Background: an optimization exercise with open tools, aiming at small area, a short achievable clock period and few clock cycles per item. Do not read the settings as production practice. RTL that was checked went through simulation tests only; none was proved equivalent to the original. No functional check of the RTL was part of runs 2 and 3.

==> flow/design.v (outline; a module is shown in full before it is edited, if it fits) <==
// module led_sce_glut: 267 lines
// module led_sce_cell: 2964 lines
module led_sce_cell (
    input  wire               clk,
    input  wire               rst,
    input  wire [15:0]        kp,
    input  wire [15:0]        smooth,
    input  wire [15:0]        noise,
    input  wire               delta,
    input  wire               in_valid,
    output wire               in_ready,
    input  wire signed [17:0] in_target,
    input  wire signed [17:0] in_cur,
    input  wire signed [17:0] in_sm,
    output reg                out_valid,
    input  wire               out_ready,
    output reg  signed [17:0] out_cur,
    output reg  signed [17:0] out_sm,
    output reg         [7:0]  out_value
);
  // ...
==> flow/flow/run.sh <==
#!/bin/bash
# Own layout flow: the standard layout (standard.sh, ORFS synth to finish)
# with two make variables changed:
#  * SYNTH_ARGS=-noabc: Yosys's synth skips its generic "abc -fast" pass, so
#    the full-adder trees written out in the RTL reach extract_fa as written
#    and map to sky130 fa/ha cells without extra inverters. The register
#    names and cell types are the same as in the standard synthesis.
#  * BUFFER_PORTS_ARGS: every input and output port still gets its buffer,
#    but a sky130_fd_sc_hd__buf_1 instead of the clkdlybuf4s50_1 delay cell.
# Each tool's full output is in the ORFS logs under orfs/logs/; make's own
# output goes to flow_make.log here.
set -euo pipefail
bash standard.sh SYNTH_ARGS=-noabc "BUFFER_PORTS_ARGS=-buffer_cell sky130_fd_sc_hd__buf_1" finish > flow_make.log 2>&1
==> flow/standard.sh <==
#!/bin/bash
# synth_recipe.tcl (not shown) runs the flow's synth.tcl, then flattens the netlist and writes it again
# the make line also repeats each setting of config.mk as NAME=value (left out here)
make -C /OpenROAD-flow-scripts/flow DESIGN_CONFIG=/design/flow/config.mk WORK_HOME=/design/flow/orfs CLKGATE_MAP_FILE= SYNTH_SCRIPT=/design/flow/synth_recipe.tcl "${@:-finish}"
==> flow/config.mk <==
export PLATFORM = sky130hd
export DESIGN_NAME = led_sce_cell
export DESIGN_NICKNAME = led_sce_cell
export VERILOG_FILES = /design/flow/design.v
export SDC_FILE = /design/flow/constraint.sdc
export NUM_CORES = 4
export LEC_CHECK = 0
export ABC_AREA = 1
export CAP_MARGIN = 20
export CORE_MARGIN = 2
export CORE_UTILIZATION = 40
export SLEW_MARGIN = 20
export SYNTH_MEMORY_MAX_BITS = 65536
==> flow/constraint.sdc <==
create_clock -name core_clock -period 55.0 [get_ports {clk}]
set_input_delay 11.0000 -clock core_clock [delete_from_list [all_inputs] [get_ports {clk}]]
set_output_delay 11.0000 -clock core_clock [all_outputs]
set_load 0.01 [all_outputs]
==> run summary, run 1 <==
outcome timing/DRC/antenna clean; worst hold stages 2; most frequent cell after synthesis nand2_1; R2R cell count 46; die footprint 85100 um^2; synthesized net count 4484; Syn. warnings 2; Num CTS Buffers 35; DRT met1 WL 47900 um; synth top area cells fa_1, edfxtp_1, xor2_1; Compound-Gate Fraction of Synth Area 14.5%; Filler Cell Count 8321; most used routing layer met2; CP top delay family flip-flops; Avg WL per Cell 23.1 um; Hold Path Origin k_cur[8]; via-per-instance ratio approximately 5.7; worst hold slack 0.454 ns; Main synth FF type edfxtp_1; fmax 0.0828 GHz; #MultiIn Comb 2906; met1 Use GR 36.4%; hold buffers post-CTS 0; Hold Path End k_cur[8]; WP depth 1; Post-synth ARST share 0%; Util after Layout 44.0%; layout cells sized above 1 4.80%; clock sinks 289; synth unique cells 62; WL met3 11500 um; met3 Use GR 6.87%; Synth top area share 22.7%; DRT iter0 DRCs 3023; Worst Hold Class flip-flop to flip-flop; Layout area overhead 9.03%; Final nets around 4500; final setup margin 42.92 ns; Signal buf overhead ~3%
Testbench counts, summed over its fixed seeds: cycles 16,032, items 16,000.
==> run 2, diff against run 1 <==
--- a/flow/design.v
+++ b/flow/design.v
@@ -3182,22 +3182,22 @@
     assign uc_rc554 = (uc_f_a[12] & uc_f_b[12]) | (uc_f_a[12] & uc_rc553) | (uc_f_b[12] & uc_rc553);
     assign uc_rc555 = (uc_f_a[13] & uc_f_b[13]) | (uc_f_a[13] & uc_rc554) | (uc_f_b[13] & uc_rc554);
     assign uc_rc556 = (uc_f_a[14] & uc_f_b[14]) | (uc_f_a[14] & uc_rc555) | (uc_f_b[14] & uc_rc555);
     assign uc_rc557 = (uc_f_a[15] & uc_f_b[15]) | (uc_f_a[15] & uc_rc556) | (uc_f_b[15] & uc_rc556);
     wire [17:0] uc_sum_hi = uc_f_a[33:16] + uc_f_b[33:16] + {17'd0, uc_rc557};
     wire [33:0] uc_sum = {uc_sum_hi, 1'b0, 1'b0, 1'b0, 1'b0, 1'b0, 1'b0, 1'b0, 1'b0, 1'b0, 1'b0, 1'b0, 1'b0, 1'b0, 1'b0, 1'b0, 1'b0};
     wire        [33:0] c_sum = uc_sum + 34'd0;
     wire signed [17:0] sm    = c_sum[33:16];
-    wire        [7:0]  val   = dl_r ? {~sm[16], sm[15:9]} : sm[15:8] + {7'd0, sm[7]};
     reg signed [17:0] k_cur, k_sm;
-    reg        [7:0]  k_val;
     wire arr  = en && v2;
     wire hold = !novi && !out_ready;   
     wire take = !hold;
+    wire signed [17:0] h_sm = sv ? k_sm : sm;
+    wire        [7:0]  val  = dl_r ? {~h_sm[16], h_sm[15:9]} : h_sm[15:8] + {7'd0, h_sm[7]};
     always @(posedge clk) begin
         if (rst) begin
             v0 <= 1'b0;
             v1 <= 1'b0;
             v2 <= 1'b0;
             out_valid <= 1'b0;
             novi <= 1'b1;
             sv <= 1'b0;
@@ -3214,18 +3214,17 @@
             end
             sv <= sv ? !take : (arr && !take);
             rdy <= sv ? take : !(arr && !take);
         end
     end
     always @(posedge clk) begin
         if (!hold) begin
             out_cur   <= sv ? k_cur : c2;
-            out_sm    <= sv ? k_sm  : sm;
-            out_value <= sv ? k_val : val;
+            out_sm    <= h_sm;
+            out_value <= val;
         end
         if (!sv) begin
             k_cur <= c2;
             k_sm  <= sm;
-            k_val <= val;
         end
     end
 endmodule
==> flow/flow/run.sh (replaced) <==
#!/bin/bash
# Own layout flow: the standard layout (standard.sh, ORFS synth to finish)
# with two make variables changed:
#  * SYNTH_ARGS=-noabc: Yosys's synth skips its generic "abc -fast" pass, so
#    the full-adder trees written out in the RTL reach extract_fa as written
#    and map to sky130 fa/ha cells without extra inverters. The register
#    names and cell types are the same as in the standard synthesis.
#  * BUFFER_PORTS_ARGS: every input and output port still gets its buffer,
#    but a sky130_fd_sc_hd__buf_1 instead of the clkdlybuf4s50_1 delay cell.
#  * CTS_ARGS: clock tree synthesis without dummy loads and with clkbuf_4/clkbuf_8 buffers.
# Each tool's full output is in the ORFS logs under orfs/logs/; make's own
# output goes to flow_make.log here.
set -euo pipefail
bash standard.sh SYNTH_ARGS=-noabc "BUFFER_PORTS_ARGS=-buffer_cell sky130_fd_sc_hd__buf_1" \
  "CTS_ARGS=-sink_clustering_enable -repair_clock_nets -dont_use_dummy_load -buf_list {sky130_fd_sc_hd__clkbuf_4 sky130_fd_sc_hd__clkbuf_8}" finish > flow_make.log 2>&1
==> run summary, run 2 <==
Compound-Gate Fraction of Synth Area 14.7% (was 14.5%); Yosys reg bits 281 (was 289); most frequent cells in the layout nand2_1, nor2_1, fa_1, inv_1, xor2_1 (was nand2_1, nor2_1, inv_1, xor2_1, fa_1); Post-synth ARST share 0% (unchanged); most frequent cell after synthesis nand2_1 (unchanged); post-route ant nets 0 (unchanged); CP Class flip-flop to primary output (unchanged); max-slew violation count 0 (unchanged); R2R cell count 45 (was 46); clock buffer depth 3 (unchanged); worst hold slack 0.449 ns (was 0.454 ns); Hold Path End s2[17] (was k_cur[8]); Post-Synth Adder-Cell Area 29.9% (about the same); hold buffers post-CTS 0 (unchanged); final setup vio count 0 (unchanged); CP top delay family flip-flops (unchanged); crit-path max cell delay 0.37 ns (was 0.38 ns); drt first pass iters 6 (unchanged); routability cong. 1.05 (was 1.07); Die W 292 um (about the same); # rows 105 (unchanged); Slew @ Worst Pin 1.27 ns (was 1.20 ns); Setup Fix Bufs, Post-CTS 0 (unchanged); CTS HTree Levels 2 (unchanged); post-synthesis mux area share 0% (unchanged); Placed Instances 4884 (was 4904); post-synthesis area per instance 8.76 um^2 (was 8.69 um^2); # DRC 0 (unchanged); Clock Pin Slew Worst Setup and Hold Paths 0.06 ns (was 0.07 ns); max FFs per register 19 (unchanged); Placeable Area 82000 um^2 (unchanged); Final Hold Fails 0 (unchanged); CTS tree done (unchanged); Worst Hold Class flip-flop to flip-flop (unchanged); Reg-to-Reg End d2[18] (unchanged); Post-synth EDFFs 189 (unchanged); largest family of logic cells by synthesized area adder cells (unchanged); layout cells sized above 1 5.87% (was 4.80%); commonest non-fill, non-tap cell in the layout nand2_1 (unchanged); worst hold stages 0 (was 2); GRT Util Overall 26.5% (was 26.8%); max_cap viols 0 (unchanged); Avg WL per Cell 22.9 um (was 23.1 um); xor and xnor area share after synthesis 12.1% (was 11.9%); Cell Chain, Critical Path buf_1 (unchanged); first-pass GRT wire length 174000 um (was 175000 um); Layout area overhead 7.86% (was 9.03%); mapped cell area 33100 um^2 (about the same); cell taking the most area after synthesis fa_1 (unchanged); Hold Path Origin s1[17] (was k_cur[8]); most frequent cells after synthesis nand2_1, nor2_1, fa_1 (was nand2_1, nor2_1, xor2_1); outcome timing/DRC/antenna clean (unchanged); synth unique cells 67 (was 62); CP max FO 1 (unchanged); Synth top area share 22.7% (about the same); post-synthesis sequential area ratio 22.7% (was 23.2%); Post-Layout Cell Count 4936 (was 4969); combined area of the multi-input logic cells 23400 um^2 (was 23200 um^2); Reg with most FFs d2 (unchanged); initial antenna violation count 4 (was 2); critical path buffer and inverter count 1 (unchanged); Post-DP Area 35000 um^2 (was 34900 um^2); Max-Slew Margin vs Limit 14.8% (was 19.5%); DIE HEIGHT 292 um (about the same); port bufs 152 (unchanged); Overflow after GRT 0 (unchanged); Initial Util 40.4% (about the same); Main synth FF type edfxtp_1 (unchanged); Critical Path AT 1.12 ns (was 1.08 ns); fmax 0.0825 GHz (was 0.0828 GHz); Clock Skew 0.0750 ns (was 0.0191 ns); DRT iter0 DRCs 2764 (was 3023); die footprint 85100 um^2 (about the same); clock sinks 281 (was 289); register area 7520 um^2 (was 7680 um^2); WL final 113000 um (was 115000 um); RSZ-0062 raised after global routing no (unchanged); CP startpoint kind flip-flop (unchanged); worst skew pair latency 0.64 ns (was 0.57 ns); via-per-instance ratio 5.71 (was 5.69); Final period util 22.0% (about the same); # IOs 153 (unchanged); post-layout min period 12.12 ns (was 12.08 ns); Syn. warnings 2 (unchanged); Post-CTS Resized 0 (unchanged); synthesized net count 4450 (was 4484); Simple-Gate Fraction of Synth Area 13.5% (about the same); Final nets 4540 (was 4544); Filler Cell Count 8230 (was 8321); register-to-register path setup slack 44.03 ns (was 43.76 ns); vias in the first global route 28300 (was 28200); Setup TNS Final 0 ns (unchanged); pin count of the biggest net entering global routing 121 (was 100); synthesized netlist cell count 3777 (was 3811); placed wire-length estimate 87000 um (was 86300 um); root buf cell clkbuf_8 (was clkbuf_16); CP Data Required Time 44.00 ns (about the same); fin area 35700 um^2 (was 36100 um^2); routed vias 28200 (was 28300); nature of the critical path endpoint primary output (unchanged); reg2reg start c1[17] (unchanged); Slowest cell on crit path edfxtp_1 (unchanged); synth top area cells fa_1, edfxtp_1, xor2_1 (unchanged); Util after Layout 43.5% (was 44.0%); Num CTS Buffers 50 (was 35)
-- run 2: cell count changes after synthesis, moves of 7 or more --
cell      change
o221ai_1      -8
nand2_1      -49
nand2_2       +7
xnor2_1      +14
nor2_2        +9
a21oi_1      -23
nand3_1      +19
a21oi_2       +7
xor2_1       -15
clkbuf_1     -10
dfxtp_1       -8
buf_1        +13
-- run 2: cell families after synthesis --
family | Yosys count
compound gates | 783
xor+xnor | 446
fa+ha+maj | 566
buf+inv | 614
flops | 281
simple gates | 1087
-- run 2: final cells by class --
class                      count  area share (%)
multi-input combinational   2882            65.4
sequential                   281            21.1
inverter                     416            4.40
tap                         1070            3.75
timing repair buffer         236            3.41
clock buffer                  50            1.93
antenna                        1         0.00701
-- run 2: layer usage --
metal / share of wire, % / up-vias / global-route usage [%]
met5: 0.037 / - / 0
met1: 43 / 13800 / 35.9
li1: - / 12800 / -
met4: 4.0 / 6 / 9.43
met3: 8.8 / 269 / 6.23
met2: 45 / 1255 / 41.5
-- run 2: how the worst max path moves through the flow --
stage | from | end | cells past startpoint
floorplan | out_ready | out_cur[0] | 2
global placement | out_ready | out_valid | 6
detailed placement | out_ready | out_cur[11] | 3
CTS | out_sm[6] | out_sm[6] | 1
global route | out_sm[7] | out_sm[7] | 1
finish | out_sm[6] | out_sm[6] | 1
-- run 2: metrics by stage --
step | worst slack (ns)
floorplan | 42.67
global placement | 42.77
detailed placement | 42.74
CTS | 42.81
global route | 42.79
finish | 42.88
==> run 3, diff against run 2 <==
--- a/flow/flow/run.sh
+++ b/flow/flow/run.sh
@@ -7,9 +7,9 @@
 #    names and cell types are the same as in the standard synthesis.
 #  * BUFFER_PORTS_ARGS: every input and output port still gets its buffer,
 #    but a sky130_fd_sc_hd__buf_1 instead of the clkdlybuf4s50_1 delay cell.
-#  * CTS_ARGS: clock tree synthesis without dummy loads and with clkbuf_4/clkbuf_8 buffers.
+#  * CTS_ARGS: clock tree synthesis without dummy loads.
 # Each tool's full output is in the ORFS logs under orfs/logs/; make's own
 # output goes to flow_make.log here.
 set -euo pipefail
 bash standard.sh SYNTH_ARGS=-noabc "BUFFER_PORTS_ARGS=-buffer_cell sky130_fd_sc_hd__buf_1" \
-  "CTS_ARGS=-sink_clustering_enable -repair_clock_nets -dont_use_dummy_load -buf_list {sky130_fd_sc_hd__clkbuf_4 sky130_fd_sc_hd__clkbuf_8}" finish > flow_make.log 2>&1
+  "CTS_ARGS=-sink_clustering_enable -repair_clock_nets -dont_use_dummy_load" finish > flow_make.log 2>&1
==> run summary, run 3 <==
Clock Skew 0.0507 ns (was 0.0750 ns); DRT iter0 DRCs 2802 (was 2764); crit-path max cell delay 0.38 ns (was 0.37 ns); Post-synth EDFFs 189 (unchanged); Layout area overhead 8.49% (was 7.86%); CP startpoint kind flip-flop (unchanged); Cell Chain, Critical Path buf_1 (unchanged); synthesized netlist cell count 3777 (unchanged); outcome timing/DRC/antenna clean (unchanged); initial antenna violation count 4 (unchanged); Filler Cell Count 8200 (was 8230); Worst Hold Class flip-flop to flip-flop (unchanged); Clock Pin Slew Worst Setup and Hold Paths 0.06 ns (about the same); Slowest cell on crit path edfxtp_1 (unchanged); Num CTS Buffers 36 (was 50); post-layout min period 12.07 ns (was 12.12 ns); register-to-register path setup slack 43.99 ns (was 44.03 ns); WL met2 50200 um (was 50400 um); CTS tree done (unchanged); layout cells sized above 1 5.53% (was 5.87%); most frequent cells after synthesis nand2_1, nor2_1, fa_1 (unchanged); Critical Path AT 1.07 ns (was 1.12 ns); Max-Slew Margin vs Limit 16.7% (was 14.8%); Initial Util 40.4% (unchanged); CP max FO 1 (unchanged); DRT met1 WL 47700 um (was 48200 um); Final period util 21.9% (was 22.0%); critical path buffer and inverter count 1 (unchanged); Final Hold Fails 0 (unchanged); routed vias 28000 (was 28200); drt first pass iters 6 (unchanged); Reg with most FFs d2 (unchanged); worst skew pair latency 0.56 ns (was 0.64 ns); Syn. warnings 2 (unchanged); die footprint 85100 um^2 (unchanged); Yosys reg bits 281 (unchanged); Slew @ Worst Pin 1.25 ns (was 1.27 ns); Setup TNS Final 0 ns (unchanged); Place WS 42.74 ns (unchanged); # IOs 153 (unchanged); port bufs 152 (unchanged); CP Class flip-flop to primary output (unchanged); Placeable Area 82000 um^2 (unchanged); DR top layer met5 (unchanged); Util after Layout 43.8% (was 43.5%); mapped cell area 33100 um^2 (unchanged); final setup vio count 0 (unchanged); fin area 35900 um^2 (was 35700 um^2); RSZ-0062 raised after global routing no (unchanged); Avg WL per Cell 23.0 um (was 22.9 um); Post-DP Area 35000 um^2 (unchanged); Main synth FF type edfxtp_1 (unchanged); # DRC 0 (unchanged); pin count of the biggest net entering global routing 121 (unchanged); vias in the first global route 28100 (was 28300); Setup Fix Bufs, Post-CTS 0 (unchanged); first-pass GRT wire length 173000 um (was 174000 um); Synth top area share 22.7% (unchanged); hold buffers post-CTS 0 (unchanged); synth top area cells fa_1, edfxtp_1, xor2_1 (unchanged); DIE HEIGHT 292 um (unchanged); Post-CTS Resized 0 (unchanged); Overflow after GRT 0 (unchanged); Post-synth ARST share 0% (unchanged); via-per-instance ratio 5.70 (was 5.71); root buf cell clkbuf_16 (was clkbuf_8); worst hold slack 0.449 ns (about the same); synthesized net count 4450 (unchanged); max FFs per register 19 (unchanged); most frequent cell after synthesis nand2_1 (unchanged); synth unique cells 67 (unchanged); post-synthesis area per instance 8.76 um^2 (unchanged); final setup margin 42.93 ns (was 42.88 ns); placed wire-length estimate 87000 um (unchanged); CP Data Required Time 44.00 ns (about the same); clock sinks 281 (unchanged); Final nets 4526 (was 4540); Die W 292 um (unchanged); Post-Layout Cell Count 4921 (was 4936); most frequent cells in the layout nand2_1, nor2_1, fa_1, inv_1, xor2_1 (unchanged); cell taking the most area after synthesis fa_1 (unchanged); CP top delay family flip-flops (unchanged); # rows 105 (unchanged); WL met3 10400 um (was 9950 um); post-synthesis sequential area ratio 22.7% (unchanged); nature of the critical path endpoint primary output (unchanged); Placed Instances 4884 (unchanged); clock buffer depth 3 (unchanged); routability cong. 1.05 (unchanged); CTS HTree Levels 2 (unchanged); WL final 113000 um (about the same); commonest non-fill, non-tap cell in the layout nand2_1 (unchanged); max_cap viols 0 (unchanged); max-slew violation count 0 (unchanged); GRT Util Overall 26.5% (about the same); ant diodes 0 (was 1); fmax 0.0829 GHz (was 0.0825 GHz); post-route ant nets 0 (unchanged)
-- run 3: cell counts after synthesis --
Identical to the previous run, type by type.
-- run 3: final timing paths --
check	start	endpoint	depth (start not counted)
worst min-delay path	s1[17]	s2[17]	0
worst max register to register	c1[17]	d2[18]	45
worst min register to register	s1[17]	s2[17]	0
worst max-delay path	out_sm[7]	out_sm[7]	1
-- run 3: kinds of logic (layout without fill, tap and decap cells) --
group | Yosys count | after routing | share of synthesized area (%)
buffers and inverters | 614 | 688 | 7.08
and+or+nand+nor | 1087 | 1087 | 13.5
adders and majority gates | 566 | 566 | 29.9
DFF | 281 | 281 | 22.7
xor gates and xnor gates | 446 | 446 | 12.1
AOI/OAI and AO/OA | 783 | 783 | 14.7
-- run 3: area by class of cell --
cell class	instances	area [um^2]	share of cell area (%)
Inverter	416	1570	4.38
Clock buffer	36	901	2.51
Sequential cell	281	7520	20.9
Tap cell	1070	1340	3.73
Multi-Input combinational cell	2882	23400	65.1
Timing Repair Buffer	236	1220	3.39
-- run 3: metal layers --
layer | GRT usage [%] | vias to the layer above
met5 | 0 | -
met1 | 35.8 | 13700
met4 | 9.42 | 6
met2 | 41.2 | 1262
li1 | - | 12800
met3 | 6.52 | 281

-- what the ideal ports hide --
The results above use ideal ports. As a check the final layouts listed here were re-extracted and re-timed, cells and wires unchanged.
Step 1 (the two cells are an assumption about what drives the block):
set clk [get_ports {clk}]
set_driving_cell -lib_cell sky130_fd_sc_hd__clkbuf_16 $clk
set_driving_cell -lib_cell sky130_fd_sc_hd__buf_2 [delete_from_list [all_inputs] $clk]
Step 2, shift: input delay + t, output delay - t, t = (earliest + latest rising clock arrival at the registers) / 2. This alone moves slack from input paths to output paths.
Three values: ideal ports, drivers, drivers and shift; two values: the first two.
run	shift t [ns]	setup slack, ns	worst hold slack (ns)	slew at the worst register clock pin (ns)
run 1	0.618	42.922 / 42.863 / 42.757	0.454 / 0.454 / 0.454	0.07 / 0.07
run 2	0.662	42.880 / 42.822 / 42.722	0.449 / 0.449 / 0.449	0.07 / 0.07
run 3	0.601	42.931 / 42.867 / 42.747	0.449 / 0.449 / 0.449	0.07 / 0.07
After both steps setup and hold are still met in every run listed. The setup slack of run 3, which loses most, moves by -0.064 ns with the drivers and by -0.184 ns with both steps.
